This is an optimization exercise on Yosys and OpenROAD, whose aim is small area, a short achievable clock period and few clock cycles per item, not a production implementation.
In this exercise RTL edits were held to simulation tests only and were not proved equivalent to the original.
Power figures rest on the tool's default switching activity, not on a simulated workload.

==> flow/config.mk <==
export PLATFORM = sky130hd
export DESIGN_NAME = rgbe2rgba
export DESIGN_NICKNAME = rgbe2rgba
export VERILOG_FILES = /design/flow/design.v
export SDC_FILE = /design/flow/constraint.sdc
export NUM_CORES = 4
export LEC_CHECK = 0
export CAP_MARGIN = 20
export CORE_MARGIN = 2
export CORE_UTILIZATION = 40
export SETUP_SLACK_MARGIN = 3.6
export SLEW_MARGIN = 20
==> flow/constraint.sdc <==
create_clock -name core_clock -period 7.0 [get_ports {clk}]
set_input_delay 1.4000 -clock core_clock [delete_from_list [all_inputs] [get_ports {clk}]]
set_output_delay 1.4000 -clock core_clock [all_outputs]
set_load 0.01 [all_outputs]
==> flow/design.v <==
module rgbe_channel (
    input  wire [7:0]  m,
    input  wire [7:0]  e,
    input  wire        mode,
    output reg  [7:0]  rot,      
    output wire        inc,      
    output wire [1:0]  top,      
    output wire [7:0]  ex        
);
    integer k, i;
    wire nz  = |m;
    wire all = &m;
    wire [7:0] z;
    assign z[0] = 1'b1;
    genvar g;
    generate
        for (g = 1; g < 8; g = g + 1) begin : g_z
            assign z[g] = (m[7:8-g] == 0);
        end
    endgenerate
    reg [2:0] lz;
    always @(*) begin
        lz = 3'd7;
        for (k = 6; k >= 0; k = k - 1)
            if (z[k] && m[7-k]) lz = k[2:0];
        lz = lz;
    end
    wire [9:0] eq;
    generate
        for (g = 0; g < 10; g = g + 1) begin : g_eq
            assign eq[g] = (e == g);
        end
    endgenerate
    wire ebig = (e[7:4] != 4'd0) | (e[3:1] == 3'b101) | (e[3:2] == 2'b11);
    wire [7:0] ge;
    assign ge[7] = ebig;
    assign ge[6] = ebig;
    assign ge[5] = ge[6] | eq[9];
    assign ge[4] = ge[5] | eq[8];
    assign ge[3] = ge[4] | eq[7];
    assign ge[2] = ge[3] | eq[6];
    assign ge[1] = ge[2] | eq[5];
    assign ge[0] = ge[1] | eq[4];
    wire [7:0] a;
    generate
        for (g = 0; g < 8; g = g + 1) begin : g_a
            wire lzk = z[g] & m[7-g];
            wire tail = (g + 3 <= 9) ? (eq[(g + 3) % 10] & z[g]) : 1'b0;
            wire low  = (g >= 5) ? eq[(g + 3) % 8] : 1'b0;
            assign a[g] = !all & ((lzk & ge[g]) | tail | low);
        end
    endgenerate
    reg normal;
    always @(*) begin
        normal = (ebig & nz) | (all & !eq[0] & !eq[1]);
        for (k = 3; k <= 9; k = k + 1)
            normal = normal | (eq[k] & !z[k - 2]);
    end
    always @(*) begin
        rot = 8'd0;
        for (k = 0; k < 8; k = k + 1)
            for (i = 0; i < 8; i = i + 1)
                rot[i] = rot[i] | (a[k] & m[(i - k + 8) % 8]);
    end
    wire fix = mode & (((m[7:6] == 2'b01) & m[0] & eq[3]) |
                       (m[7] & ((eq[2] & (m[1:0] == 2'b10)) |
                                (eq[1] & (m[2:0] == 3'b101)) |
                                (eq[0] & (m[3:0] == 4'b1011)))));
    assign inc = rot[7] | fix;
    assign top = {(rot[6] & !eq[0] & !eq[1]) | (all & eq[1]),
                  (rot[5] & !eq[0]) | (all & eq[0])};
    wire [3:0] kk = all ? 4'd1 : {1'b0, lz} + 4'd2;
    assign ex = normal ? (e - {4'd0, kk}) : 8'd0;
endmodule
module rgbe_round (
    input  wire [7:0]  rot,
    input  wire        inc,
    input  wire [1:0]  top,
    input  wire [7:0]  ex,
    output wire [31:0] f
);
    wire [7:0] lo;
    genvar g;
    generate
        for (g = 0; g < 8; g = g + 1) begin : g_lo
            if (g == 0) begin : g_b0
                assign lo[g] = rot[g] ^ inc;
            end else begin : g_bn
                assign lo[g] = rot[g] ^ (inc & (&rot[g-1:0]));
            end
        end
    endgenerate
    assign f = {1'b0, ex, top, rot[4:0], rot, lo};
endmodule
module rgbe2rgba (
    input  wire        clk,
    input  wire        rst,         
    input  wire        in_valid,
    output wire        in_ready,
    input  wire [31:0] in_rgbe,     
    input  wire        in_mode,     
    output wire        out_valid,
    input  wire        out_ready,
    output wire [31:0] out_r,
    output wire [31:0] out_g,
    output wire [31:0] out_b,
    output wire [31:0] out_a
);
    localparam [31:0] ONE = 32'h3F800000;
    wire [7:0] rot_r, rot_g, rot_b;
    wire       inc_r, inc_g, inc_b;
    wire [1:0] top_r, top_g, top_b;
    wire [7:0] ex_r, ex_g, ex_b;
    rgbe_channel u_r (.m(in_rgbe[7:0]),   .e(in_rgbe[31:24]), .mode(in_mode),
                      .rot(rot_r), .inc(inc_r), .top(top_r), .ex(ex_r));
    rgbe_channel u_g (.m(in_rgbe[15:8]),  .e(in_rgbe[31:24]), .mode(in_mode),
                      .rot(rot_g), .inc(inc_g), .top(top_g), .ex(ex_g));
    rgbe_channel u_b (.m(in_rgbe[23:16]), .e(in_rgbe[31:24]), .mode(in_mode),
                      .rot(rot_b), .inc(inc_b), .top(top_b), .ex(ex_b));
    reg        s1_valid;
    reg [18:0] s1_r, s1_g, s1_b;    
    wire s1_load = !s1_valid || out_ready;
    assign in_ready = s1_load;
    always @(posedge clk) begin
        if (rst) begin
            s1_valid <= 1'b0;
        end else if (s1_load) begin
            s1_valid <= in_valid;
        end
        if (s1_load) begin
            s1_r <= {ex_r, top_r, inc_r, rot_r};
            s1_g <= {ex_g, top_g, inc_g, rot_g};
            s1_b <= {ex_b, top_b, inc_b, rot_b};
        end
    end
    rgbe_round v_r (.rot(s1_r[7:0]), .inc(s1_r[8]), .top(s1_r[10:9]), .ex(s1_r[18:11]), .f(out_r));
    rgbe_round v_g (.rot(s1_g[7:0]), .inc(s1_g[8]), .top(s1_g[10:9]), .ex(s1_g[18:11]), .f(out_g));
    rgbe_round v_b (.rot(s1_b[7:0]), .inc(s1_b[8]), .top(s1_b[10:9]), .ex(s1_b[18:11]), .f(out_b));
    assign out_valid = s1_valid;
    assign out_a = ONE;
endmodule
==> flow/run.sh <==
#!/bin/bash
# synth_recipe.tcl (not shown) runs the flow's synth.tcl, then flattens the netlist and writes it again
# the make line also repeats each setting of config.mk as NAME=value (left out here)
make -C /OpenROAD-flow-scripts/flow DESIGN_CONFIG=/design/flow/config.mk WORK_HOME=/design/flow/orfs CLKGATE_MAP_FILE= SYNTH_SCRIPT=/design/flow/synth_recipe.tcl finish
==> Implementation_results.wiki, run 1 <==
{| class="wikitable"
! Metric !! Value
|-
| Initial core utilization || 0.412
|-
| Post-synthesis cell count || 667
|-
| Total via count after detailed routing || 6207
|-
| End of the critical path || s1_b[17]$_SDFFCE_PN0P_
|-
| Data arrival time of the worst path || approximately 3.6 ns
|-
| Vias in the first global route || 5554
|-
| Highest clock rate || between 200 and 300 MHz
|-
| Clock latency at the later pin of the worst-skew pair || roughly 0.34 ns
|-
| Routed vias/inst || between 6 and 7
|-
| Number of cell rows || 43
|-
| Finished Layout Cells || 1013
|-
| Register bit count reported by yosys || just under 60
|-
| Warnings, synthesis || 2
|-
| Die height || between 100 and 150 um
|-
| Overall overflow remaining after global route || 0
|-
| Most used DFF post-synth || edfxtp_1
|-
| Average routed wire per standard cell || 21.5 um
|-
| Largest area contributor in the netlist || edfxtp_1
|-
| Type of the tightest min-delay check || flop to flop
|-
| Starting DRC count in detailed routing || between 600 and 700
|-
| Library cells used by synthesis || 80
|-
| Most area-consuming cells after synthesis || edfxtp_1 (30%), buf_4 (6.6%), xnor2_1 (4.1%), ha_1 (3.9%), nor2_1 (3.6%)
|-
| Buffer type at the clock tree root || clkbuf_16
|-
| Max Root-Sink Buffers || 2
|-
| CTS tree || yes
|-
| Number of max-slew violations in the final report || 0
|-
| Critical path capture point type || flop
|-
| Headroom to the max-slew limit || 0.504
|-
| Cts hold-fix bufs || 0
|-
| Number of fill cells in the layout || ~1200
|-
| Number of flops mapped to enable cells by yosys || 57
|-
| H-tree levels || 3
|-
| Antenna violations before repair || 0
|-
| Start point of the critical path || in_rgbe[21]
|-
| Required time of the critical path || approximately 7 ns
|-
| Maximum fanout encountered on the critical timing path || 3
|-
| Metal-1 WL || 8870 um
|-
| Slew @ Worst Pin || 0.744 ns
|-
| Unrepaired setup endpoints after global routing || yes
|-
| Total Routed Length || between 20000 and 25000 um
|-
| Status || timing/DRC/antenna clean
|-
| Maximum number of pins on one net before global-route repair || 59
|-
| Max Cap Violations || 0
|-
| Tot Pwr || ~1.4 mW
|-
| Highest metal layer used by the detailed router || met4
|-
| Average footprint of a synthesized cell || 8.63 um^2
|-
| Core ar. || around 14000 um^2
|-
| Most common cell in the netlist || edfxtp_1
|-
| Final number of hold-violating endpoints || 0
|-
| Worst-case vdd ir drop || ~0.0001 V
|-
| Dpl hpwl || 14300 um
|-
| Area share of the largest cell type after synthesis || 0.297
|-
| Final estimated routing congestion in global placement || roughly 1.0
|-
| # setup viols final || 0
|-
| Place WS || between 2 and 2.5 ns
|-
| IO Pins || about 170
|-
| Remaining DRCs || 0
|-
| Width of the die || 124 um
|-
| Growth of design area from synthesis to finish || 48.0%
|-
| Max Clock Skew || around 0.0042 ns
|-
| Type of element launching the critical path || primary input
|-
| Logic depth of the worst register-to-register path || 2
|-
| First-pass detailed-route iteration total || 8
|-
| Met2 wire length || just over 10000 um
|-
| Post-route minimum period || ~3.5 ns
|-
| Top cell types by occurrence after synthesis || edfxtp_1 (57), nor2_1 (55), nand2_1 (53)
|-
| Area used by multi-input combinational logic || between 4000 and 5000 um^2
|-
| Total inserted antenna cells || 0
|-
| Instance count after placement with tap cells included || about 920
|-
| Clock sink count || just under 60
|-
| Sequential cell area || approximately 1700 um^2
|-
| Total negative slack for setup checks || 0 ns
|-
| Global-route wire length before repair || between 30000 and 40000 um
|-
| Startpoint of the lowest-slack register-to-register path || s1_valid$_SDFFE_PP0P_
|-
| Final critical-path share of the clock period || 0.499
|-
| Reg-to-reg endpoint || s1_r[7]$_DFFE_PP_
|-
| IO buf count || approximately 130
|-
| Total Routing Usage GR || 0.277
|-
| Final nets || between 800 and 900
|-
| Async set-or-reset flop fraction in the synthesized netlist || 0
|-
| Floorplan die area || about 15000 um^2
|-
| TritonCTS Buffers || 9
|-
| Remaining number of nets flagged by the antenna check after routing || 0
|-
| Register-to-register path setup slack || between 5 and 6 ns
|-
| Power Dens Cells || around 160 nW/um^2
|-
| Placed inst area || 7080 um^2
|-
| Worst-path clk slew || 0.06 ns
|-
| Share of final-layout standard cells stronger than drive strength 1 || 0.303
|-
| Met3 wire length || between 2000 and 2500 um
|-
| Area of the mapped netlist || about 5800 um^2
|-
| Leakage dissipation || 3.26 nW
|-
| Sequential area share after synthesis || 0.301
|-
| Final Cell Area || between 8000 and 9000 um^2
|-
| Slack of the critical path || ~3.5 ns
|-
| Critical path class || primary input to flop
|}
-- layout make-up --
type	count	area share
clock buffer	9	0.0264
clock inverter	7	0.00822
inverter	22	0.0106
multi-input combinational	521	0.478
sequential	58	0.203
tap	180	0.0264
timing repair buffer	216	0.247
-- repair_timing --
item | CTS | global route
setup endpoints to repair | 67 | 50
cloned | 2 | 0
gates resized for setup | 251 | 70
pin swaps | 40 | 47
hold endpoints to repair | 0 | 0
setup buffers | 44 | 32
-- registers in the layout, indices dropped and copies added (netlist names) --
signal	count
s1_r	19
s1_g	19
s1_valid	1
s1_b	19
-- power by group --
part	internal [mW]	switching [mW]	total, mW	leakage (nW)
Clock	0.274	0.164	0.437	0.135
Sequential	0.437	0.0243	0.461	0.604
Combinational	0.252	0.246	0.498	2.52
Total	0.962	0.434	1.40	3.26
-- cell families after synthesis --
group                      after synthesis  synth area share
xor gates and xnor gates                39            0.0593
muxes                                    3           0.00587
and+or+nand+nor                        222             0.209
buffers and inverters                  122             0.119
DFF                                     58             0.301
adders and majority gates               21            0.0495
AOI/OAI and AO/OA                      200             0.255
other                                    2           0.00130
-- worst min-delay path by stage --
stage	startpoint	endpoint	cells past startpoint
6_report	s1_valid$_SDFFE_PP0P_	s1_g[10]$_DFFE_PP_	2
3_3_place_gp	s1_valid$_SDFFE_PP0P_	s1_valid$_SDFFE_PP0P_	3
5_1_grt	s1_valid$_SDFFE_PP0P_	s1_b[16]$_SDFFCE_PN0P_	2
3_5_place_dp	s1_valid$_SDFFE_PP0P_	s1_b[11]$_SDFFCE_PN0P_	2
2_1_floorplan	s1_valid$_SDFFE_PP0P_	s1_valid$_SDFFE_PP0P_	2
4_1_cts	s1_valid$_SDFFE_PP0P_	s1_g[10]$_DFFE_PP_	2
-- routing by layer --
layer	vias to the layer above	GRT usage
met3	62	0.0618
met1	2959	0.378
li1	2762	-
met2	424	0.422
met5	-	0
met4	0	0.116
-- stage by stage --
stage / hold WS [ns] / util
finish: 1.06 / 0.609
detailed placement: 1.06 / 0.506
global placement: 1.07 / 0.506
global route: 1.14 / 0.609
floorplan: 1.29 / -
CTS: 1.09 / 0.574
-- worst max-delay path, stage by stage --
cell and delay (ns):
buf_12 0.10, or4_4 0.58, nor3_4 0.14, nand2_1 0.08
nand2_2 0.08, nand3_4 0.10, ha_4 0.18, fa_2 0.35
inv_2 0.06, a21o_1 0.13, a21oi_2 0.08, nand2_1 0.09
xor2_1 0.15, nor2_1 0.05
-- placed cells by master (no fill, tap or decap), types with 6 or more instances in the layout --
| cell type | synthesis | layout |
|---|---|---|
| a22oi_1 | 26 | 23 |
| nor3_1 | 17 | 7 |
| o211ai_1 | 10 | 10 |
| buf_4 | 51 | 78 |
| xor2_1 | 12 | 12 |
| a222oi_1 | 15 | 15 |
| nand4_1 | 14 | 14 |
| inv_1 | 21 | 18 |
| nand2_2 | 0 | 6 |
| edfxtp_1 | 57 | 57 |
| nor2_1 | 55 | 49 |
| o21ai_0 | 30 | 22 |
| a21oi_2 | 2 | 6 |
| ha_1 | 18 | 9 |
| a32oi_1 | 8 | 8 |
| clkdlybuf4s50_1 | 0 | 88 |
| or4_4 | 1 | 6 |
| o21a_1 | 6 | 6 |
| nor3_4 | 1 | 9 |
| dlymetal6s2s_1 | 0 | 9 |
| o21ai_1 | 10 | 11 |
| xnor2_1 | 27 | 26 |
| clkbuf_16 | 0 | 9 |
| buf_6 | 4 | 16 |
| ha_4 | 0 | 8 |
| a21o_1 | 6 | 6 |
| nand2_1 | 53 | 46 |
| buf_12 | 0 | 11 |
| conb_1 | 2 | 35 |
| nand3_1 | 17 | 16 |
| a21oi_1 | 35 | 30 |
| buf_2 | 7 | 6 |
Testbench counts, summed over its fixed seeds: cycles 32,008, items 32,000.
==> inputs of run 2 (changes only) <==
--- a/flow/config.mk
+++ b/flow/config.mk
@@ -5,6 +5,7 @@
 export SDC_FILE = /design/flow/constraint.sdc
 export NUM_CORES = 4
 export LEC_CHECK = 0
+export ABC_AREA = 1
 export CAP_MARGIN = 20
 export CORE_MARGIN = 2
 export CORE_UTILIZATION = 40
==> run 2 against run 1 <==
Against the previous run: clock power grew about 20%; area after synthesis increased by 0.39%; sequential cell count stayed put; setup slack better by 0.011 ns; clock skew is 0.0012 ns higher; critical path depth increased by 3; register-to-register slack worse by 0.02 ns.
==> Implementation_results.wiki, run 2 <==
{| class="wikitable"
! Metric !! Value
|-
| Library cells used by synthesis || 47
|-
| Headroom to the max-slew limit || 0.502
|-
| Met1 demand-to-capacity share in global routing || 0.320
|-
| Area share of the largest cell type after synthesis || 0.296
|-
| Final number of hold-violating endpoints || 0
|-
| Growth of design area from synthesis to finish || 38.1%
|-
| Floorplan die area || between 15000 and 20000 um^2
|-
| IO Pins || roughly 170
|-
| Critical path class || primary input to flop
|-
| CTS tree || yes
|-
| Total inserted antenna cells || 0
|-
| Instance count after placement with tap cells included || 1095
|-
| TritonCTS Buffers || 9
|-
| Most common library cell in the layout ignoring fill and taps || nand2_1
|-
| Total negative slack for setup checks || 0 ns
|-
| Power dissipated by switching net loads || roughly 0.43 mW
|-
| Max Cap Violations || 0
|-
| Maximum fanout encountered on the critical timing path || 5
|-
| Buffer type at the clock tree root || clkbuf_16
|-
| Most used DFF post-synth || edfxtp_1
|-
| Critical path capture point type || flop
|-
| Number of flops mapped to enable cells by yosys || between 50 and 60
|-
| Share of power burned in the clock network || 0.368
|-
| Met2 capacity usage during global routing || 0.390
|-
| Largest area contributor in the netlist || edfxtp_1
|-
| Worst-path clk slew || approximately 0.060 ns
|-
| Leakage dissipation || around 3.6 nW
|-
| Average routed wire per standard cell || 16.9 um
|-
| Post-route minimum period || 3.48 ns
|-
| First-pass detailed-route iteration total || 5
|-
| Width of the die || 124 um
|-
| Overall overflow remaining after global route || 0
|-
| Cell internal pwr || around 1.0 mW
|-
| Finished Layout Cells || between 1000 and 1500
|-
| Vias in the first global route || roughly 5700
|-
| Warnings, synthesis || 2
|-
| Clock latency at the later pin of the worst-skew pair || approximately 0.34 ns
|-
| Average footprint of a synthesized cell || ~7.1 um^2
|-
| Unrepaired setup endpoints after global routing || yes
|-
| Remaining DRCs || 0
|-
| Slack of the critical path || 3.52 ns
|-
| Register bit count reported by yosys || 58
|-
| Share of final-layout standard cells stronger than drive strength 1 || 0.216
|-
| Registers with the most flip-flops || s1_b: 19 flops, s1_g: 19 flops, s1_r: 19 flops
|-
| Sequential group share of total power || 0.320
|-
| Final estimated routing congestion in global placement || roughly 0.93
|-
| Type of element launching the critical path || primary input
|-
| Maximum number of pins on one net before global-route repair || slightly below 60
|-
| Remaining number of nets flagged by the antenna check after routing || 0
|-
| Fraction of met3 tracks used by global routing || 0.0491
|-
| Required time of the critical path || between 7 and 8 ns
|-
| Async set-or-reset flop fraction in the synthesized netlist || 0
|-
| Post-synthesis cell count || between 800 and 900
|-
| Final critical-path share of the clock period || 0.497
|-
| # setup viols final || 0
|-
| Global-route wire length before repair || ~30000 um
|-
| Cts hold-fix bufs || 0
|-
| Combinational share of power || 0.311
|-
| Total Routing Usage GR || 0.240
|-
| Final nets || about 1000
|-
| Antenna violations before repair || 0
|-
| Data arrival time of the worst path || about 3.6 ns
|-
| Total via count after detailed routing || about 6200
|-
| Type of the tightest min-delay check || flop to flop
|-
| Number of max-slew violations in the final report || 0
|-
| Core ar. || 14000 um^2
|-
| Area of the mapped netlist || between 5000 and 6000 um^2
|-
| Initial core utilization || 0.413
|-
| Dpl hpwl || about 14000 um
|-
| Worst-case vdd ir drop || between 0.0001 and 0.00015 V
|-
| Most frequent cells in the layout || nand2_1 (170), inv_1 (90), clkdlybuf4s50_1 (88)
|-
| Gr busiest metal || met2
|-
| Max Root-Sink Buffers || 2
|-
| Top cell types by occurrence after synthesis || nand2_1 (184), nor2_1 (102), inv_1 (100)
|-
| Number of fill cells in the layout || about 1400
|-
| Highest clock rate || around 290 MHz
|-
| Sequential area share after synthesis || 0.300
|-
| Clock sink count || just under 60
|-
| Most area-consuming cells after synthesis || edfxtp_1 (30%), nand2_1 (12%), buf_4 (6.9%), nor2_1 (6.6%), inv_1 (6.5%)
|-
| Total Routed Length || 19500 um
|-
| Routed vias/inst || approximately 5.4
|-
| Max Clock Skew || approximately 0.0054 ns
|-
| Sw frac || 0.299
|-
| Power Dens Cells || about 180 nW/um^2
|-
| Die height || between 100 and 150 um
|-
| Slew @ Worst Pin || about 0.75 ns
|-
| Place WS || 2.52 ns
|-
| Starting DRC count in detailed routing || between 700 and 800
|-
| IO buf count || between 100 and 150
|-
| Number of cell rows || between 40 and 50
|-
| Most common cell in the netlist || nand2_1
|-
| Status || timing/DRC/antenna clean
|-
| H-tree levels || 3
|}
[run 2: cells by family (layout without fill, tap and decap cells)]
| logic type | Yosys count | in the layout | share of synthesized area |
|---|---|---|---|
| flops | 58 | 58 | 0.300 |
| compound gates | 110 | 110 | 0.116 |
| fa+ha+maj | 21 | 21 | 0.0493 |
| other cells | 2 | 35 | 0.00130 |
| xor+xnor | 27 | 27 | 0.0409 |
| buf+inv | 173 | 303 | 0.151 |
| simple gates | 423 | 423 | 0.341 |
[run 2: worst max-delay path, cell delays in order]
cell,delay (ns)
buf_12,0.11
nor2_4,0.20
nand3_4,0.12
nor2_4,0.15
nor3_4,0.06
ha_1,0.30
nand2_2,0.07
ha_4,0.25
nand2_2,0.06
nor2_2,0.04
a211oi_2,0.22
or2_4,0.18
nand2_4,0.05
nor2_4,0.13
a21oi_2,0.06
o21ai_1,0.12
inv_1,0.05
[run 2: routing by layer]
layer / up-vias / wire (um)
li1: 2960 / -
met1: 2898 / 8150
met2: 312 / 9450
met3: 26 / 1630
met4: 0 / 283
met5: - / 0
[run 2: final cells by class]
type | instances | area, um^2 | share of cell area
Inverter | 108 | 430 | 0.0539
Clock inverter | 7 | 125 | 0.0157
Clock buffer | 9 | 225 | 0.0282
Tap cell | 180 | 225 | 0.0282
Timing Repair Buffer | 179 | 1580 | 0.198
Sequential cell | 58 | 1730 | 0.217
Multi-Input combinational cell | 616 | 3660 | 0.459
[run 2: path summary, 6_finish.rpt]
path	from	cells after the start	slack, ns	to
hold / removal	s1_valid$_SDFFE_PP0P_	3	1.06	s1_valid$_SDFFE_PP0P_
hold reg to reg	s1_valid$_SDFFE_PP0P_	3	1.06	s1_valid$_SDFFE_PP0P_
setup reg to reg	s1_valid$_SDFFE_PP0P_	2	5.56	s1_b[2]$_DFFE_PP_
setup / recovery	in_rgbe[15]	17	3.52	s1_g[18]$_SDFFCE_PN0P_
[run 2: power groups by stage]
stage,sequential [mW],clock (mW),combinational [mW]
after floorplan,0.487,0,0.206
after global routing,0.461,0.549,0.478
after detailed placement,0.467,0,0.406
after CTS,0.457,0.532,0.416
after global placement,0.465,0,0.404
final,0.456,0.524,0.443
[run 2: repair_timing]
action | 4_1_cts | 5_1_grt
setup endpoints to repair | 65 | 47
setup buffers | 19 | 27
hold endpoints to repair | 0 | 0
pin swaps | 17 | 40
resized for setup | 153 | 99
[run 2: per-stage QoR]
stage | hold slack, ns | power [mW] | instance area [um^2] | util
after floorplan | 1.25 | 0.692 | 6050 | -
after global placement | 1.05 | 0.869 | 7110 | 0.508
after detailed placement | 1.08 | 0.873 | 7110 | 0.508
after CTS | 1.10 | 1.41 | 7640 | 0.546
after global routing | 1.17 | 1.49 | 7980 | 0.571
final | 1.06 | 1.42 | 7980 | 0.571
==> inputs of run 3 (changes only) <==
--- a/flow/config.mk
+++ b/flow/config.mk
@@ -5,9 +5,9 @@
 export SDC_FILE = /design/flow/constraint.sdc
 export NUM_CORES = 4
 export LEC_CHECK = 0
-export ABC_AREA = 1
 export CAP_MARGIN = 20
 export CORE_MARGIN = 2
 export CORE_UTILIZATION = 40
+export CTS_BUF_LIST = sky130_fd_sc_hd__clkbuf_4 sky130_fd_sc_hd__clkbuf_8
 export SETUP_SLACK_MARGIN = 3.6
 export SLEW_MARGIN = 20
==> run 3 against run 2 <==
Against the previous run: area after synthesis is 0.39% lower; non-clock buffer count is 31 higher; die area is 0.38% lower; global-route usage is 3.7 points higher; clock skew is 0.0021 ns higher; register-to-register slack better by 0.02 ns; final area is 4.9% higher.
==> Implementation_results.wiki, run 3 <==
{| class="wikitable"
! Metric !! Value
|-
| IO buf count || 131
|-
| Vias in the first global route || 5586
|-
| Worst-path clk slew || 0.08 ns
|-
| Leakage dissipation || between 3 and 4 nW
|-
| Antenna violations before repair || 0
|-
| Final hold slack || around 1.1 ns
|-
| Average routed wire per standard cell || between 20 and 25 um
|-
| Status || timing/DRC/antenna clean
|-
| Most common library cell in the layout ignoring fill and taps || clkdlybuf4s50_1
|-
| IO Pins || ~170
|-
| Final estimated routing congestion in global placement || about 1
|-
| Registers with the most flip-flops || s1_b: 19 flops, s1_g: 19 flops, s1_r: 19 flops
|-
| Growth of design area from synthesis to finish || 45.4%
|-
| Sw frac || 0.329
|-
| Remaining DRCs || 0
|-
| Data arrival time of the worst path || about 3.6 ns
|-
| Post-route minimum period || 3.48 ns
|-
| CTS tree || yes
|-
| Final nets || 880
|-
| Sequential group share of total power || 0.362
|-
| Register bit count reported by yosys || 58
|-
| Total negative slack for setup checks || 0 ns
|-
| Post-synthesis cell count || 667
|-
| Slew @ Worst Pin || 0.746 ns
|-
| Most area-consuming cells after synthesis || edfxtp_1 (30%), buf_4 (6.6%), xnor2_1 (4.1%), ha_1 (3.9%), nor2_1 (3.6%)
|-
| Final critical-path share of the clock period || 0.497
|-
| Clock latency at the later pin of the worst-skew pair || approximately 0.36 ns
|-
| Largest area contributor in the netlist || edfxtp_1
|-
| Total Routed Length || between 20000 and 25000 um
|-
| Total inserted antenna cells || 0
|-
| Cell internal pwr || around 0.85 mW
|-
| Highest clock rate || 287 MHz
|-
| Finished Layout Cells || between 1000 and 1500
|-
| First-pass detailed-route iteration total || 7
|-
| Number of flops mapped to enable cells by yosys || 57
|-
| Headroom to the max-slew limit || 0.503
|-
| Critical path capture point type || flop
|-
| Area of the mapped netlist || approximately 5800 um^2
|-
| Max Cap Violations || 0
|-
| Initial core utilization || 0.412
|-
| Max Clock Skew || 0.00753 ns
|-
| Maximum fanout encountered on the critical timing path || 4
|-
| Share of final-layout standard cells stronger than drive strength 1 || 0.295
|-
| Dpl hpwl || around 14000 um
|-
| Worst-case vdd ir drop || 0.0000891 V
|-
| Area share of the largest cell type after synthesis || 0.297
|-
| Async set-or-reset flop fraction in the synthesized netlist || 0
|-
| Total via count after detailed routing || roughly 6100
|-
| Die height || roughly 120 um
|-
| Starting DRC count in detailed routing || 678
|-
| Global-route wire length before repair || about 32000 um
|-
| Share of power burned in the clock network || 0.245
|-
| Type of element launching the critical path || primary input
|-
| Final number of hold-violating endpoints || 0
|-
| Core ar. || around 14000 um^2
|-
| Register-to-register path setup slack || approximately 5.6 ns
|-
| Required time of the critical path || approximately 7 ns
|-
| # setup viols final || 0
|-
| Overall overflow remaining after global route || 0
|-
| Most common cell in the netlist || edfxtp_1
|-
| Maximum number of pins on one net before global-route repair || a little under 60
|-
| Library cells used by synthesis || 80
|-
| Clock sink count || between 50 and 60
|-
| Average footprint of a synthesized cell || 8.63 um^2
|-
| H-tree levels || 3
|-
| Unrepaired setup endpoints after global routing || yes
|-
| Remaining number of nets flagged by the antenna check after routing || 0
|-
| Critical path class || primary input to flop
|-
| Combinational share of power || 0.392
|-
| Power Dens Cells || roughly 150 nW/um^2
|-
| Floorplan die area || between 15000 and 20000 um^2
|-
| Power dissipated by switching net loads || between 0.4 and 0.5 mW
|-
| Buffer type at the clock tree root || clkbuf_8
|-
| Max Root-Sink Buffers || 2
|-
| Width of the die || between 100 and 150 um
|-
| Sequential area share after synthesis || 0.301
|-
| Top cell types by occurrence after synthesis || edfxtp_1 (57), nor2_1 (55), nand2_1 (53)
|-
| Instance count after placement with tap cells included || 919
|-
| TritonCTS Buffers || 9
|-
| Type of the tightest min-delay check || flop to flop
|-
| Number of cell rows || between 40 and 50
|-
| Warnings, synthesis || 2
|-
| Routed vias/inst || approximately 6
|-
| Total Routing Usage GR || 0.277
|-
| Number of max-slew violations in the final report || 0
|-
| Most used DFF post-synth || edfxtp_1
|-
| Most frequent cells in the layout || clkdlybuf4s50_1 (88), buf_4 (72), edfxtp_1 (57)
|}
run 3: worst paths after layout:
kind,depth (start not counted),endpoint,startpoint
setup / recovery,14,s1_b[17]$_SDFFCE_PN0P_,in_rgbe[21]
hold / removal,2,s1_g[10]$_DFFE_PP_,s1_valid$_SDFFE_PP0P_
setup reg to reg,2,s1_r[7]$_DFFE_PP_,s1_valid$_SDFFE_PP0P_
hold reg to reg,2,s1_g[10]$_DFFE_PP_,s1_valid$_SDFFE_PP0P_
run 3: critical path: stages:
cell	delay [ns]
buf_12	0.10
or4_4	0.59
nor3_4	0.15
nand2_1	0.08
nand2_2	0.08
nand3_4	0.10
ha_4	0.18
fa_2	0.35
inv_2	0.06
a21o_1	0.13
a21oi_2	0.08
nand2_1	0.09
xor2_1	0.14
nor2_1	0.05
run 3: logic make-up after synthesis:
family                     after synthesis  synth area share
other                                    2           0.00130
AOI/OAI and AO/OA                      200             0.255
buffers and inverters                  122             0.119
muxes                                    3           0.00587
adders and majority gates               21            0.0495
xor gates and xnor gates                39            0.0593
and+or+nand+nor                        222             0.209
DFF                                     58             0.301
run 3: routing by layer:
layer	GRT usage	share of wire	up-vias
met3	0.0650	0.098	47
met4	0.116	0.028	0
met2	0.422	0.47	383
met1	0.379	0.41	2941
li1	-	-	2760
met5	0	0	-
run 3: layout make-up:
type | count | area (um^2)
Fill cell | 1246 | 5610
Multi-Input combinational cell | 521 | 4080
Timing Repair Buffer | 210 | 2060
Sequential cell | 58 | 1730
Tap cell | 180 | 225
Clock buffer | 9 | 124
Inverter | 22 | 93.8
Clock inverter | 7 | 70.1
run 3: through the flow:
stage,worst slack (ns),area (um^2),power (mW),util
after floorplan,3.22,6170,0.714,-
after global placement,2.13,7080,0.893,0.506
after detailed placement,2.09,7080,0.895,0.506
after CTS,3.46,7930,1.25,0.567
after global routing,3.43,8380,1.33,0.599
final,3.52,8380,1.27,0.599
run 3: what timing repair did:
action                                  in CTS  in global routing
gates resized for setup                    239                 84
hold endpoints to repair                     0                  0
gates cloned                                 2                  0
pin swaps                                   33                 46
hold buffers                                 0                  0
setup buffers                               46                 24
endpoints found under the setup margin      67                 48
run 3: power by group through the flow:
stage | Combinational (mW) | Sequential, mW | Clock (mW)
final | 0.497 | 0.458 | 0.311
after global routing | 0.532 | 0.464 | 0.331
after CTS | 0.469 | 0.459 | 0.319
after detailed placement | 0.424 | 0.471 | 0
after global placement | 0.424 | 0.469 | 0
after floorplan | 0.225 | 0.489 | 0
==> inputs of run 4 (changes only) <==
--- a/flow/config.mk
+++ b/flow/config.mk
@@ -8,6 +8,4 @@
 export CAP_MARGIN = 20
 export CORE_MARGIN = 2
 export CORE_UTILIZATION = 40
-export CTS_BUF_LIST = sky130_fd_sc_hd__clkbuf_4 sky130_fd_sc_hd__clkbuf_8
-export SETUP_SLACK_MARGIN = 3.6
 export SLEW_MARGIN = 20
==> run 4 against run 3 <==
Against the previous run: final cell count fell by 7.4%; area after synthesis unchanged; still clean; via count down 7.0%; non-clock buffer count down 74; combinational power fell by 17%; core utilization shrank 8.5 points; sequential power up 1%; critical path type unchanged.
==> Implementation_results.wiki, run 4 <==
{| class="wikitable"
! Metric !! Value
|-
| Status || timing/DRC/antenna clean
|-
| Post-synthesis cell count || 667
|-
| Clock latency at the later pin of the worst-skew pair || 0.34 ns
|-
| Total Routed Length || roughly 20000 um
|-
| Growth of design area from synthesis to finish || 24.8%
|-
| Remaining number of nets flagged by the antenna check after routing || 0
|-
| Global-route wire length before repair || approximately 30000 um
|-
| Most frequent cells in the layout || clkdlybuf4s50_1 (131), edfxtp_1 (57), nor2_1 (55)
|-
| Max Root-Sink Buffers || 2
|-
| Final number of hold-violating endpoints || 0
|-
| Gr busiest metal || met2
|-
| CTS tree || yes
|-
| Registers with the most flip-flops || s1_b: 19 flops, s1_g: 19 flops, s1_r: 19 flops
|-
| # setup viols final || 0
|-
| Post-route minimum period || 4.69 ns
|-
| Total inserted antenna cells || 0
|-
| Data arrival time of the worst path || around 4.7 ns
|-
| Number of fill cells in the layout || between 1000 and 1500
|-
| Endpoint with the worst hold slack || s1_r[1]$_DFFE_PP_
|-
| Antenna violations before repair || 0
|-
| Core ar. || 14000 um^2
|-
| Width of the die || 124 um
|-
| TritonCTS Buffers || 9
|-
| H-tree levels || 3
|-
| Routed vias/inst || around 6.1
|-
| Most common library cell in the layout ignoring fill and taps || clkdlybuf4s50_1
|-
| Number of flops mapped to enable cells by yosys || 57
|-
| Worst-case vdd ir drop || around 0.00012 V
|-
| Startpoint of the lowest-slack register-to-register path || s1_valid$_SDFFE_PP0P_
|-
| Cts hold-fix bufs || 0
|-
| Reg-to-reg endpoint || s1_g[10]$_DFFE_PP_
|-
| Warnings, synthesis || 2
|-
| Starting DRC count in detailed routing || roughly 750
|-
| IO Pins || between 150 and 200
|-
| Worst-path clk slew || ~0.050 ns
|-
| IO buf count || between 100 and 150
|-
| Total Routing Usage GR || 0.256
|-
| Floorplan die area || ~15000 um^2
|-
| CTS resizes || 0
|-
| Power Dens Cells || around 190 nW/um^2
|-
| Total via count after detailed routing || 5699
|-
| Area of the mapped netlist || roughly 5800 um^2
|-
| Number of cell rows || 43
|-
| Instance count along the most critical hold path || 2
|-
| First-pass detailed-route iteration total || 8
|-
| Critical path capture point type || flop
|-
| Unrepaired setup endpoints after global routing || no
|-
| Type of the tightest min-delay check || flop to flop
|-
| Final estimated routing congestion in global placement || ~0.97
|-
| Worst hold start || s1_valid$_SDFFE_PP0P_
|-
| Finished Core Util || 0.514
|-
| Remaining DRCs || 0
|-
| Die height || 124 um
|-
| Final nets || between 800 and 900
|-
| Vias in the first global route || between 5000 and 6000
|-
| Initial core utilization || 0.412
|-
| Logic depth of the worst register-to-register path || 2
|-
| Number of max-slew violations in the final report || 0
|-
| Share of final-layout standard cells stronger than drive strength 1 || 0.0718
|-
| Dpl hpwl || between 10000 and 15000 um
|-
| Headroom to the max-slew limit || 0.317
|-
| Max Cap Violations || 0
|-
| Buffer type at the clock tree root || clkbuf_16
|-
| Total negative slack for setup checks || 0 ns
|-
| Maximum fanout encountered on the critical timing path || 14
|-
| Sequential area share after synthesis || 0.301
|-
| Overall overflow remaining after global route || 0
|-
| Average footprint of a synthesized cell || 8.63 um^2
|-
| Area share of the largest cell type after synthesis || 0.297
|-
| Final critical-path share of the clock period || 0.670
|-
| Type of element launching the critical path || primary input
|-
| Library cells used by synthesis || 80
|-
| Highest clock rate || 213 MHz
|-
| Slew @ Worst Pin || 1.02 ns
|-
| Fraction of met3 tracks used by global routing || 0.0485
|-
| Async set-or-reset flop fraction in the synthesized netlist || 0
|-
| Most area-consuming cells after synthesis || edfxtp_1 (30%), buf_4 (6.6%), xnor2_1 (4.1%), ha_1 (3.9%), nor2_1 (3.6%)
|-
| Top cell types by occurrence after synthesis || edfxtp_1 (57), nor2_1 (55), nand2_1 (53)
|-
| Most common cell in the netlist || edfxtp_1
|-
| Required time of the critical path || between 7 and 8 ns
|-
| Leakage dissipation || between 2 and 3 nW
|-
| Largest area contributor in the netlist || edfxtp_1
|-
| Max Clock Skew || a little over 0.006 ns
|-
| Clock sink count || 58
|-
| Register bit count reported by yosys || 58
|-
| Met2 capacity usage during global routing || 0.418
|-
| Critical path class || primary input to flop
|-
| Post-CTS setup buffer count || 0
|-
| Tot Pwr || around 1.3 mW
|-
| Met1 demand-to-capacity share in global routing || 0.333
|-
| Average routed wire per standard cell || between 20 and 25 um
|-
| Register-to-register path setup slack || 5.54 ns
|-
| Most used DFF post-synth || edfxtp_1
|-
| Maximum number of pins on one net before global-route repair || 59
|}
run 4: cells by family after synthesis:
group / count (synthesis) / share of synthesized area
simple gates: 222 / 0.209
compound gates: 200 / 0.255
mux: 3 / 0.00587
xor+xnor: 39 / 0.0593
other cells: 2 / 0.00130
buf+inv: 122 / 0.119
flops: 58 / 0.301
fa+ha+maj: 21 / 0.0495
run 4: per-stage QoR:
stage | hold slack [ns] | instance area, um^2 | setup WS, ns | std cells
final | 1.09 | 7190 | 2.31 | 932
after global routing | 1.17 | 7190 | 2.03 | 932
after CTS | 1.13 | 7190 | 2.31 | 932
after detailed placement | 1.12 | 6870 | 1.98 | 916
after global placement | 1.07 | 6870 | 1.96 | 916
after floorplan | 1.47 | 5880 | 2.71 | 700
run 4: critical path, stage by stage:
cell and delay, ns:
clkdlybuf4s50_1 0.71, or4_1 0.77, inv_1 0.24, ha_1 0.27, nand2_1 0.07, ha_1 0.26
o21ai_0 0.09, nand2b_1 0.13, a2111oi_0 0.56, xnor2_1 0.18, nor2_1 0.06
run 4: worst max path at each step:
stage / slack, ns / end / cells past startpoint / startpoint
5_1_grt: 2.03 / s1_r[14]$_SDFFCE_PN0P_ / 7 / in_rgbe[28]
3_5_place_dp: 1.98 / s1_r[18]$_SDFFCE_PN0P_ / 7 / in_rgbe[28]
4_1_cts: 2.31 / s1_r[14]$_SDFFCE_PN0P_ / 7 / in_rgbe[28]
6_report: 2.31 / s1_r[18]$_SDFFCE_PN0P_ / 11 / in_rgbe[5]
2_1_floorplan: 2.71 / in_ready / 1 / out_ready
3_3_place_gp: 1.96 / s1_r[14]$_SDFFCE_PN0P_ / 7 / in_rgbe[28]
run 4: final cells by class:
class                   count  area, um^2  area share
repair buffers            136        1350       0.188
multi-input cells         520        3480       0.485
flip-flops and latches     58        1730       0.241
clock buffers              14         254      0.0353
well taps                 180         225      0.0313
clock inverters             2        60.1     0.00836
inverters                  22        82.6      0.0115
run 4: layer usage:
layer | part of all wire | vias to the layer above
li1 | - | 2609
met1 | 0.42 | 2706
met2 | 0.47 | 342
met3 | 0.079 | 42
met4 | 0.029 | 0
met5 | 0 | -
run 4: report_power, final:
| group | internal (mW) | leakage [nW] | switching (mW) |
|---|---|---|---|
| sequential | 0.437 | 0.604 | 0.0271 |
| combinational | 0.204 | 1.80 | 0.208 |
| clock | 0.321 | 0.151 | 0.149 |
==> inputs of run 5 (changes only) <==
==> flow/flow/run.sh (new file) <==
#!/bin/bash
# The standard layout (the standard.sh: ORFS synthesis to finish), with
# one change: the port buffers that global placement inserts use the small
# sky130_fd_sc_hd__buf_1 instead of the cell the resizer picks by default.
# Timing repair still resizes any of them that a path needs.
set -euo pipefail
bash standard.sh "BUFFER_PORTS_ARGS=-buffer_cell sky130_fd_sc_hd__buf_1" finish > standard.log 2>&1
==> flow/standard.sh (new file) <==
#!/bin/bash
# synth_recipe.tcl (not shown) runs the flow's synth.tcl, then flattens the netlist and writes it again
# the make line also repeats each setting of config.mk as NAME=value (left out here)
make -C /OpenROAD-flow-scripts/flow DESIGN_CONFIG=/design/flow/config.mk WORK_HOME=/design/flow/orfs CLKGATE_MAP_FILE= SYNTH_SCRIPT=/design/flow/synth_recipe.tcl "${@:-finish}"
--- a/flow/config.mk
+++ b/flow/config.mk
@@ -5,7 +5,9 @@
 export SDC_FILE = /design/flow/constraint.sdc
 export NUM_CORES = 4
 export LEC_CHECK = 0
+export ABC_AREA = 1
 export CAP_MARGIN = 20
 export CORE_MARGIN = 2
 export CORE_UTILIZATION = 40
+export SETUP_SLACK_MARGIN = 3.3
 export SLEW_MARGIN = 20
removed: flow/run.sh
==> run 5 against run 4 <==
Against the previous run: still clean; setup slack better by 1.0 ns; register-to-register slack got worse by 0.04 ns; global-route usage is 3.7 points lower; core utilization fell by 4.5 points; largest cell class unchanged.
==> Implementation_results.wiki, run 5 <==
{| class="wikitable"
! Metric !! Value
|-
| Finished Core Util || 0.469
|-
| Required time of the critical path || 7.10 ns
|-
| Register bit count reported by yosys || 58
|-
| Power Dens Cells || between 150 and 200 nW/um^2
|-
| Total via count after detailed routing || 5900
|-
| Worst-path clk slew || roughly 0.050 ns
|-
| Slew @ Worst Pin || ~0.74 ns
|-
| Tot Pwr || approximately 1.2 mW
|-
| Antenna violations before repair || 0
|-
| # setup viols final || 0
|-
| Largest area contributor in the netlist || edfxtp_1
|-
| Place WS || 2.56 ns
|-
| Global-route wire length before repair || around 28000 um
|-
| Routed vias/inst || approximately 5.3
|-
| Starting DRC count in detailed routing || ~550
|-
| Remaining number of nets flagged by the antenna check after routing || 0
|-
| Max stage delay cell, worst path || ha_1
|-
| Clock latency at the later pin of the worst-skew pair || ~0.34 ns
|-
| Unrepaired setup endpoints after global routing || yes
|-
| Number of max-slew violations in the final report || 0
|-
| Core ar. || between 10000 and 15000 um^2
|-
| Remaining DRCs || 0
|-
| Cts hold-fix bufs || 0
|-
| Worst-case vdd ir drop || approximately 0.00013 V
|-
| Final estimated routing congestion in global placement || just under 1
|-
| Type of element launching the critical path || primary input
|-
| Placed inst area || between 6000 and 7000 um^2
|-
| Final Cell Area || 6560 um^2
|-
| Post-route minimum period || 3.64 ns
|-
| TritonCTS Buffers || 9
|-
| Top cell types by occurrence after synthesis || nand2_1 (184), nor2_1 (102), inv_1 (100)
|-
| Total Routed Length || around 17000 um
|-
| Die height || approximately 120 um
|-
| Share of final-layout standard cells stronger than drive strength 1 || 0.0965
|-
| Critical path class || primary input to flop
|-
| Number of fill cells in the layout || 1447
|-
| Area share of the largest cell type after synthesis || 0.296
|-
| Clock sink count || 58
|-
| Finished Layout Cells || ~1100
|-
| Average routed wire per standard cell || between 15 and 20 um
|-
| Cell chain of the critical path || buf_2, nor2_4, nand2_1, nor2_2, nor3_2, ha_1, nand2_1, ha_1, nand2_1, nor2_1, a211oi_2, or2_4, nand2_1, nor2_2, a21oi_1, o21ai_1, inv_1
|-
| Dpl hpwl || 13100 um
|-
| Total inserted antenna cells || 0
|-
| Area of the mapped netlist || 5780 um^2
|-
| Data arrival time of the worst path || between 3 and 4 ns
|-
| Worst stage delay on the critical path || 0.33 ns
|-
| Type of the tightest min-delay check || flop to flop
|-
| Number of cell rows || 43
|-
| Most common cell in the netlist || nand2_1
|-
| Vias in the first global route || around 5500
|-
| Maximum number of pins on one net before global-route repair || a little under 60
|-
| Average footprint of a synthesized cell || approximately 7.1 um^2
|-
| Most common library cell in the layout ignoring fill and taps || nand2_1
|-
| Number of flops mapped to enable cells by yosys || 57
|-
| Overall overflow remaining after global route || 0
|-
| Most frequent cells in the layout || nand2_1 (182), buf_1 (113), inv_1 (99)
|-
| CTS tree || yes
|-
| First-pass detailed-route iteration total || 5
|-
| Leakage dissipation || between 2 and 3 nW
|-
| Max Clock Skew || approximately 0.005 ns
|-
| Maximum fanout encountered on the critical timing path || 9
|-
| Dominant cell type by count on the critical path || nand2_1
|-
| Area used by multi-input combinational logic || between 3000 and 4000 um^2
|-
| Final critical-path share of the clock period || 0.521
|-
| IO Pins || ~170
|-
| Max Root-Sink Buffers || 2
|-
| Highest clock rate || around 270 MHz
|-
| Buffer type at the clock tree root || clkbuf_16
|-
| Total negative slack for setup checks || 0 ns
|-
| Sequential area share after synthesis || 0.300
|-
| Width of the die || roughly 120 um
|-
| Status || timing/DRC/antenna clean
|-
| Library cells used by synthesis || 47
|-
| Growth of design area from synthesis to finish || 13.4%
|-
| Sequential cell area || approximately 1700 um^2
|-
| Most used DFF post-synth || edfxtp_1
|-
| Registers with the most flip-flops || s1_b: 19 flops, s1_g: 19 flops, s1_r: 19 flops
|-
| Final nets || around 990
|-
| Total Routing Usage GR || 0.219
|-
| Final hold slack || ~0.60 ns
|-
| Floorplan die area || 15400 um^2
|-
| Max Cap Violations || 0
|-
| Headroom to the max-slew limit || 0.508
|-
| Warnings, synthesis || 2
|-
| H-tree levels || 3
|-
| Initial core utilization || 0.413
|-
| Async set-or-reset flop fraction in the synthesized netlist || 0
|-
| Critical path capture point type || flop
|-
| IO buf count || approximately 130
|-
| Post-synthesis cell count || about 800
|-
| Most area-consuming cells after synthesis || edfxtp_1 (30%), nand2_1 (12%), buf_4 (6.9%), nor2_1 (6.6%), inv_1 (6.5%)
|-
| Instance count after placement with tap cells included || approximately 1100
|-
| Slack of the critical path || roughly 3.4 ns
|-
| Final number of hold-violating endpoints || 0
|}
run 5: cell types whose count changed after synthesis, sizes merged, moves of 26 or more:
cell and change:
nor2 +59, inv +85, clkbuf -38, a22oi -26
nand2 +140, nand3 +50
run 5: final timing paths:
check / endpoint / slack [ns] / cells past startpoint / from
max: s1_g[18]$_SDFFCE_PN0P_ / 3.36 / 17 / in_rgbe[15]
min reg2reg: s1_valid$_SDFFE_PP0P_ / 0.60 / 2 / s1_valid$_SDFFE_PP0P_
min: s1_valid$_SDFFE_PP0P_ / 0.60 / 2 / s1_valid$_SDFFE_PP0P_
max reg2reg: s1_g[10]$_DFFE_PP_ / 5.50 / 2 / s1_valid$_SDFFE_PP0P_
run 5: report_power, final:
part           internal (mW)  switching (mW)  leakage (nW)  total (mW)
registers              0.437          0.0244         0.610       0.461
logic                 0.0951           0.202          2.22       0.298
clock network          0.248           0.148         0.128       0.397
run 5: logic make-up after synthesis:
| logic type | after synthesis | share of synthesized area |
|---|---|---|
| XOR/XNOR | 27 | 0.0409 |
| adder cells (fa/ha/maj) | 21 | 0.0493 |
| other | 2 | 0.00130 |
| AO/OA/AOI/OAI | 110 | 0.116 |
| buffers and inverters | 173 | 0.151 |
| AND/OR/NAND/NOR | 423 | 0.341 |
| flip-flops | 58 | 0.300 |
run 5: metal layers:
layer | vias to the layer above | part of all wire | track usage
li1 | 2858 | - | -
met1 | 2693 | 0.43 | 0.299
met2 | 309 | 0.46 | 0.345
met3 | 40 | 0.081 | 0.0465
met4 | 0 | 0.022 | 0.0760
met5 | - | 0 | 0
run 5: repair_timing:
| item | in CTS | in global routing |
|---|---|---|
| gates resized for setup | 8 | 27 |
| endpoints found under the setup margin | 7 | 10 |
| pin swaps | 0 | 1 |
| buffers inserted | 1 | 2 |
run 5: layout make-up:
cell class,count,share of cell area
multi-input cells,616,0.513
repair buffers,135,0.0830
clock buffers,15,0.0393
inverters,108,0.0649
clock inverters,1,0.000764
flip-flops and latches,58,0.264
well taps,180,0.0344
run 5: worst max-delay path, delay by kind of cell:
kind | cells | cell delay, ns
and+or+nand+nor | 10 | 1.10
AOI/OAI and AO/OA | 3 | 0.43
adders and majority gates | 2 | 0.60
buffers and inverters | 2 | 0.23
==> inputs of run 6 (changes only) <==
--- a/flow/config.mk
+++ b/flow/config.mk
@@ -9,5 +9,5 @@
 export CAP_MARGIN = 20
 export CORE_MARGIN = 2
 export CORE_UTILIZATION = 40
-export SETUP_SLACK_MARGIN = 3.3
+export SETUP_SLACK_MARGIN = 3.6
 export SLEW_MARGIN = 20
==> run 6 against run 5 <==
Against the previous run: routed wire length up 3.1%; still clean; final area up 8.3%; sequential cell count unchanged; global-route usage up 0.48 points; clock power up about 20%; synthesized cell count unchanged; total power up 9.8%; setup slack better by 0.20 ns.
==> Implementation_results.wiki, run 6 <==
{| class="wikitable"
! Metric !! Value
|-
| Average footprint of a synthesized cell || around 7.1 um^2
|-
| Post-route minimum period || ~3.4 ns
|-
| Register bit count reported by yosys || 58
|-
| Type of the tightest min-delay check || flop to flop
|-
| Dpl hpwl || between 10000 and 15000 um
|-
| Largest area contributor in the netlist || edfxtp_1
|-
| Number of max-slew violations in the final report || 0
|-
| Number of flops mapped to enable cells by yosys || 57
|-
| Worst stage delay on the critical path || 0.28 ns
|-
| Unrepaired setup endpoints after global routing || yes
|-
| Initial core utilization || 0.413
|-
| Remaining DRCs || 0
|-
| Power Dens Cells || between 150 and 200 nW/um^2
|-
| # setup viols final || 0
|-
| H-tree levels || 3
|-
| Final estimated routing congestion in global placement || 0.963
|-
| Final number of hold-violating endpoints || 0
|-
| Leakage dissipation || 3.21 nW
|-
| Die height || around 120 um
|-
| Maximum number of pins on one net before global-route repair || 30
|-
| Buffer type at the clock tree root || clkbuf_16
|-
| Async set-or-reset flop fraction in the synthesized netlist || 0
|-
| Max stage delay cell, worst path || ha_1
|-
| Number of fill cells in the layout || 1451
|-
| Core ar. || between 10000 and 15000 um^2
|-
| TritonCTS Buffers || 9
|-
| Total negative slack for setup checks || 0 ns
|-
| Clock sink count || 58
|-
| Worst-path clk slew || 0.05 ns
|-
| Instance count after placement with tap cells included || 1094
|-
| Total Routing Usage GR || 0.224
|-
| Average routed wire per standard cell || between 15 and 20 um
|-
| Max Root-Sink Buffers || 2
|-
| Most common library cell in the layout ignoring fill and taps || nand2_1
|-
| Status || timing/DRC/antenna clean
|-
| CTS tree || yes
|-
| Final Cell Area || around 7100 um^2
|-
| Worst path buffer plus inverter count || 2
|-
| Placed inst area || 6280 um^2
|-
| Top cell types by occurrence after synthesis || nand2_1 (184), nor2_1 (102), inv_1 (100)
|-
| Worst-case vdd ir drop || approximately 0.00010 V
|-
| IO buf count || between 100 and 150
|-
| Global-route wire length before repair || about 28000 um
|-
| Data arrival time of the worst path || about 3.6 ns
|-
| Most frequent cells in the layout || nand2_1 (176), buf_1 (108), inv_1 (95)
|-
| Post-synthesis cell count || 814
|-
| Cell chain of the critical path || buf_12, nor2_4, nand3_4, nor2_4, nor3_2, ha_1, nand2_2, ha_4, nand2_2, nor2_2, a211oi_2, or2_4, nand2_4, nor2_4, a21oi_2, o21ai_1, inv_1
|-
| Library cells used by synthesis || 47
|-
| Overall overflow remaining after global route || 0
|-
| Growth of design area from synthesis to finish || 22.8%
|-
| Width of the die || between 100 and 150 um
|-
| Type of element launching the critical path || primary input
|-
| Routed vias/inst || approximately 5.2
|-
| Cts hold-fix bufs || 0
|-
| Area of the mapped netlist || around 5800 um^2
|-
| Slew @ Worst Pin || ~0.52 ns
|-
| Clock latency at the later pin of the worst-skew pair || 0.34 ns
|-
| Finished Layout Cells || 1138
|-
| Most used DFF post-synth || edfxtp_1
|-
| Sequential area share after synthesis || 0.300
|-
| Headroom to the max-slew limit || 0.651
|-
| Final nets || ~1000
|-
| Antenna violations before repair || 0
|-
| Number of cell rows || 43
|-
| Most area-consuming cells after synthesis || edfxtp_1 (30%), nand2_1 (12%), buf_4 (6.9%), nor2_1 (6.6%), inv_1 (6.5%)
|-
| Dominant cell type by count on the critical path || nor2_4
|-
| Critical path capture point type || flop
|-
| Total via count after detailed routing || between 5000 and 6000
|-
| Max Clock Skew || 0.00604 ns
|-
| IO Pins || between 150 and 200
|-
| Most common cell in the netlist || nand2_1
|-
| Vias in the first global route || ~5400
|-
| Top Family by Delay on Critical Path || simple AND/OR/NAND/NOR gates
|-
| Floorplan die area || 15400 um^2
|-
| Total Routed Length || around 18000 um
|-
| First-pass detailed-route iteration total || 5
|-
| Required time of the critical path || 7.10 ns
|-
| Maximum fanout encountered on the critical timing path || 5
|-
| Total inserted antenna cells || 0
|-
| Area share of the largest cell type after synthesis || 0.296
|-
| Share of final-layout standard cells stronger than drive strength 1 || 0.173
|-
| Highest clock rate || 290 MHz
|-
| Critical path class || primary input to flop
|-
| Remaining number of nets flagged by the antenna check after routing || 0
|-
| Starting DRC count in detailed routing || between 400 and 500
|-
| Final critical-path share of the clock period || 0.492
|-
| Registers with the most flip-flops || s1_b: 19 flops, s1_g: 19 flops, s1_r: 19 flops
|-
| Warnings, synthesis || 2
|-
| Max Cap Violations || 0
|}
## run 6: worst paths after layout
kind | slack, ns | startpoint | depth (start not counted) | end
setup reg to reg | 5.84 | s1_valid$_SDFFE_PP0P_ | 3 | s1_b[2]$_DFFE_PP_
setup / recovery | 3.56 | in_rgbe[15] | 17 | s1_g[18]$_SDFFCE_PN0P_
hold reg to reg | 0.94 | s1_valid$_SDFFE_PP0P_ | 2 | s1_g[4]$_DFFE_PP_
hold / removal | 0.94 | s1_valid$_SDFFE_PP0P_ | 2 | s1_g[4]$_DFFE_PP_
## run 6: report_power, final
| part | internal [mW] | total (mW) | switching, mW |
|---|---|---|---|
| clock network | 0.319 | 0.475 | 0.156 |
| logic | 0.120 | 0.336 | 0.216 |
| registers | 0.436 | 0.458 | 0.0217 |
## run 6: logic make-up after synthesis
logic type | share of synthesized area
flops | 0.300
buf+inv | 0.151
xor+xnor | 0.0409
fa+ha+maj | 0.0493
compound gates | 0.116
other cells | 0.00130
simple gates | 0.341
## run 6: timing repair
action | in CTS | in global routing
cloned | 2 | 0
pin swaps | 3 | 22
endpoints found under the setup margin | 16 | 20
gates resized for setup | 37 | 52
buffers inserted | 3 | 23
## run 6: layout make-up
cell class | instances | area [um^2] | share of cell area
Clock buffer | 11 | 243 | 0.0342
Clock inverter | 5 | 77.6 | 0.0109
Inverter | 108 | 422 | 0.0594
Multi-Input combinational cell | 616 | 3560 | 0.501
Sequential cell | 58 | 1730 | 0.244
Tap cell | 180 | 225 | 0.0317
Timing Repair Buffer | 160 | 842 | 0.119
## run 6: layer usage
metal  wire (um)  share of wire  up-vias  global-route usage
met2        8320           0.47      224               0.351
met5           0              0        -                   0
li1            -              -     2922                   -
met3        1110          0.062       41              0.0400
met4         459          0.026        0              0.0952
met1        7880           0.44     2757               0.304
## run 6: worst reg2reg max path: cells and delay by family (launching register included)
kind | cells | cell delay [ns]
buf+inv | 2 | 0.36
flops | 1 | 0.31
simple gates | 1 | 0.16
## run 6: through the flow
stage	setup slack, ns	hold slack, ns	util	total power [mW]
2_1_floorplan	3.43	1.25	-	0.692
4_1_cts	3.61	0.947	0.484	1.26
3_5_place_dp	2.90	0.980	0.449	0.766
5_1_grt	3.37	0.969	0.508	1.33
3_3_place_gp	2.89	0.976	0.449	0.765
6_report	3.56	0.942	0.508	1.27
==> inputs of run 7 (changes only) <==
--- a/flow/config.mk
+++ b/flow/config.mk
@@ -8,6 +8,7 @@
 export ABC_AREA = 1
 export CAP_MARGIN = 20
 export CORE_MARGIN = 2
-export CORE_UTILIZATION = 40
+export CORE_UTILIZATION = 60
+export CTS_BUF_LIST = sky130_fd_sc_hd__clkbuf_4 sky130_fd_sc_hd__clkbuf_8
 export SETUP_SLACK_MARGIN = 3.6
 export SLEW_MARGIN = 20
==> run 7 against run 6 <==
Against the previous run: maximum frequency is 1.8% lower; highest routed layer unchanged; clock-buffer cell count is 2 lower; sequential cell count stayed put; via count is 8.9% higher; clock power is 41% lower; core utilization is 24 points higher; register-to-register slack worse by 0.35 ns; still clean; sequential share of layout area is 0.50 points higher; combinational power is 5% higher; clock skew is 0.0026 ns higher.
==> Implementation_results.wiki, run 7 <==
{| class="wikitable"
! Metric !! Value
|-
| CTS tree || yes
|-
| IO Pins || ~170
|-
| Maximum number of pins on one net before global-route repair || just under 60
|-
| Tot Pwr || about 1.1 mW
|-
| Most frequent cells in the layout || nand2_1 (172), buf_1 (106), inv_1 (91)
|-
| Highest clock rate || around 280 MHz
|-
| Number of cell rows || 35
|-
| Final nets || 1016
|-
| Remaining number of nets flagged by the antenna check after routing || 0
|-
| Most area-consuming cells after synthesis || edfxtp_1 (30%), nand2_1 (12%), buf_4 (6.9%), nor2_1 (6.6%), inv_1 (6.5%)
|-
| Register bit count reported by yosys || 58
|-
| Floorplan die area || approximately 10000 um^2
|-
| Area of the mapped netlist || 5780 um^2
|-
| Finished Core Util || 0.749
|-
| Core ar. || 9280 um^2
|-
| Worst-path clk slew || about 0.080 ns
|-
| Cell chain of the critical path || buf_12, nor2_4, nand3_4, nor2_4, nor3_4, ha_1, nand2_2, ha_4, nand2_4, nor2_4, a211oi_4, or2_4, nand2_4, nor2_4, a21oi_2, o21ai_1, inv_1
|-
| Critical path capture point type || flop
|-
| Total negative slack for setup checks || 0 ns
|-
| Most used DFF post-synth || edfxtp_1
|-
| Final hold slack || 1.12 ns
|-
| Die height || 102 um
|-
| Initial core utilization || 0.623
|-
| Most common library cell in the layout ignoring fill and taps || nand2_1
|-
| Average routed wire per standard cell || approximately 17 um
|-
| Async set-or-reset flop fraction in the synthesized netlist || 0
|-
| Growth of design area from synthesis to finish || 20.3%
|-
| First-pass detailed-route iteration total || 6
|-
| Worst-case vdd ir drop || around 0.00012 V
|-
| Power dissipated by switching net loads || 0.408 mW
|-
| Number of flops mapped to enable cells by yosys || 57
|-
| Slack of the critical path || between 3 and 4 ns
|-
| Width of the die || just over 100 um
|-
| Simple-Gate Fraction of Synth Area || 0.341
|-
| Post-route minimum period || 3.51 ns
|-
| Clock latency at the later pin of the worst-skew pair || 0.35 ns
|-
| Share of power burned in the clock network || 0.258
|-
| Registers with the most flip-flops || s1_b: 19 flops, s1_g: 19 flops, s1_r: 19 flops
|-
| Max stage delay cell, worst path || ha_1
|-
| Data arrival time of the worst path || approximately 3.6 ns
|-
| Overall overflow remaining after global route || 0
|-
| Dominant combinational cell family by area after synthesis || simple AND/OR/NAND/NOR gates
|-
| Sequential group share of total power || 0.419
|-
| Max Cap Violations || 0
|-
| Vias in the first global route || 5753
|-
| Dominant cell type by count on the critical path || nor2_4
|-
| Met3 wire length || roughly 2200 um
|-
| Top cell types by occurrence after synthesis || nand2_1 (184), nor2_1 (102), inv_1 (100)
|-
| Required time of the critical path || roughly 7 ns
|-
| Post-synthesis cell count || between 800 and 900
|-
| Most common cell in the netlist || nand2_1
|-
| Total Routing Usage GR || 0.339
|-
| Type of the tightest min-delay check || flop to flop
|-
| Fraction of synthesized cell area in xor and xnor cells || 0.0409
|-
| Final critical-path share of the clock period || 0.501
|-
| Max Clock Skew || 0.00868 ns
|-
| Remaining DRCs || 0
|-
| TritonCTS Buffers || 9
|-
| Max Root-Sink Buffers || 2
|-
| Largest area contributor in the netlist || edfxtp_1
|-
| Cell internal pwr || 0.685 mW
|-
| Clock sink count || 58
|-
| Final number of hold-violating endpoints || 0
|-
| Status || timing/DRC/antenna clean
|-
| Synthesized-area fraction occupied by ao, oa, aoi and oai cells || 0.116
|-
| Antenna violations before repair || 0
|-
| Fraction of the mapped netlist area in adder cells || 0.0493
|-
| Final estimated routing congestion in global placement || ~1
|-
| Total inserted antenna cells || 0
|-
| # setup viols final || 0
|-
| Total Routed Length || roughly 19000 um
|-
| Sequential area share after synthesis || 0.300
|-
| Sw frac || 0.373
|-
| IO buf count || 131
|-
| Area share of the largest cell type after synthesis || 0.296
|-
| Power Dens Cells || 157 nW/um^2
|-
| Starting DRC count in detailed routing || 621
|-
| Slew @ Worst Pin || ~0.75 ns
|-
| Unrepaired setup endpoints after global routing || yes
|-
| Worst stage delay on the critical path || ~0.29 ns
|-
| Met2 wire length || slightly below 9000 um
|-
| Metal-1 WL || slightly above 7000 um
|-
| Warnings, synthesis || 2
|-
| Mux share of post-synthesis cell area || 0
|-
| Share of final-layout standard cells stronger than drive strength 1 || 0.191
|-
| Highest metal layer used by the detailed router || met4
|-
| Critical path class || primary input to flop
|-
| Dpl hpwl || 13400 um
|-
| Type of element launching the critical path || primary input
|-
| Routed vias/inst || slightly below 6
|-
| Number of max-slew violations in the final report || 0
|-
| H-tree levels || 3
|-
| Leakage dissipation || 3.15 nW
|-
| Place WS || around 2.8 ns
|-
| Average footprint of a synthesized cell || slightly above 7 um^2
|-
| Maximum fanout encountered on the critical timing path || 6
|-
| Headroom to the max-slew limit || 0.502
|-
| Library cells used by synthesis || 47
|-
| Combinational share of power || 0.324
|-
| Cts hold-fix bufs || 0
|-
| Global-route wire length before repair || 27700 um
|-
| Buffer type at the clock tree root || clkbuf_8
|-
| Total via count after detailed routing || ~6500
|}
run 7: power groups by stage:
stage | combinational (mW) | clock [mW] | sequential, mW
2_1_floorplan | 0.206 | 0 | 0.487
3_3_place_gp | 0.295 | 0 | 0.463
3_5_place_dp | 0.303 | 0 | 0.466
4_1_cts | 0.314 | 0.281 | 0.459
5_1_grt | 0.385 | 0.295 | 0.464
6_report | 0.354 | 0.282 | 0.458
run 7: logic make-up (layout without fill, tap and decap cells):
kind of cell	count (synthesis)	in the layout
xor gates and xnor gates	27	27
buffers and inverters	173	289
other	2	35
AOI/OAI and AO/OA	110	110
DFF	58	58
adders and majority gates	21	21
and+or+nand+nor	423	423
run 7: stage by stage:
stage | instance area, um^2 | std cells
final | 6960 | 1092
after global routing | 6960 | 1092
after CTS | 6530 | 1064
after detailed placement | 6220 | 1043
after global placement | 6220 | 1043
after floorplan | 6050 | 847
run 7: path summary, 6_finish.rpt:
kind | start | to | slack (ns) | depth (start not counted)
setup / recovery | in_rgbe[15] | s1_g[18]$_SDFFCE_PN0P_ | 3.49 | 17
setup reg to reg | s1_valid$_SDFFE_PP0P_ | s1_r[2]$_DFFE_PP_ | 5.49 | 2
hold reg to reg | s1_valid$_SDFFE_PP0P_ | s1_b[12]$_SDFFCE_PN0P_ | 1.12 | 2
hold / removal | s1_valid$_SDFFE_PP0P_ | s1_b[12]$_SDFFCE_PN0P_ | 1.12 | 2
run 7: timing repair:
item | in CTS | in global routing
gates resized for setup | 48 | 69
setup endpoints to repair | 17 | 16
pin swaps | 8 | 30
setup buffers | 5 | 28
run 7: metal layers:
layer | vias to the layer above | track usage
li1 | 2929 | -
met1 | 2932 | 0.438
met2 | 513 | 0.578
met3 | 99 | 0.0513
met4 | 0 | 0.123
met5 | - | 0
run 7: layout make-up:
cell class / instances / area [um^2]
Clock inverter: 7 / 46.3
Tap cell: 129 / 161
Clock buffer: 9 / 124
Inverter: 108 / 424
Sequential cell: 58 / 1730
Fill cell: 692 / 2330
Multi-Input combinational cell: 616 / 3620
Timing Repair Buffer: 165 / 848
run 7: critical path, delay by kind of cell:
| kind | cells | cell delay, ns |
|---|---|---|
| buffers and inverters | 2 | 0.17 |
| and+or+nand+nor | 10 | 1.10 |
| AOI/OAI and AO/OA | 3 | 0.39 |
| adders and majority gates | 2 | 0.55 |

[port drivers added, routing unchanged]
Ports are ideal in the flow. The routed layouts listed here were re-timed in OpenROAD. Step 1, drivers: a clkbuf_16 drives clk and a buf_2 each remaining input, both assumed. Step 2 adds t to the input delays and takes it off the output delays; t is the mean of the earliest and latest rising clock arrival at the registers after step 1. Input paths then give back, and output paths get back, about the clock's delay inside the block. Slacks: ideal ports / drivers / drivers and shift; pairs: ideal ports / drivers.
| run | t, ns | slack for setup (ns) | cell pins on the clock port's net |
|---|---|---|---|
| run 1 | 0.380 | 3.508 / 3.504 / 3.124 | 1 |
| run 2 | 0.381 | 3.519 / 3.518 / 3.137 | 1 |
| run 3 | 0.396 | 3.521 / 3.514 / 3.118 | 1 |
| run 4 | 0.375 | 2.308 / 2.326 / 1.951 | 1 |
| run 5 | 0.380 | 3.356 / 3.366 / 2.986 | 1 |
| run 6 | 0.386 | 3.555 / 3.546 / 3.161 | 1 |
| run 7 | 0.382 | 3.491 / 3.476 / 3.094 | 1 |
After both steps setup and hold are still met in every run listed. For run 3, which loses most, drivers alone change the setup slack by -0.007 ns; drivers and shift together by -0.403 ns.
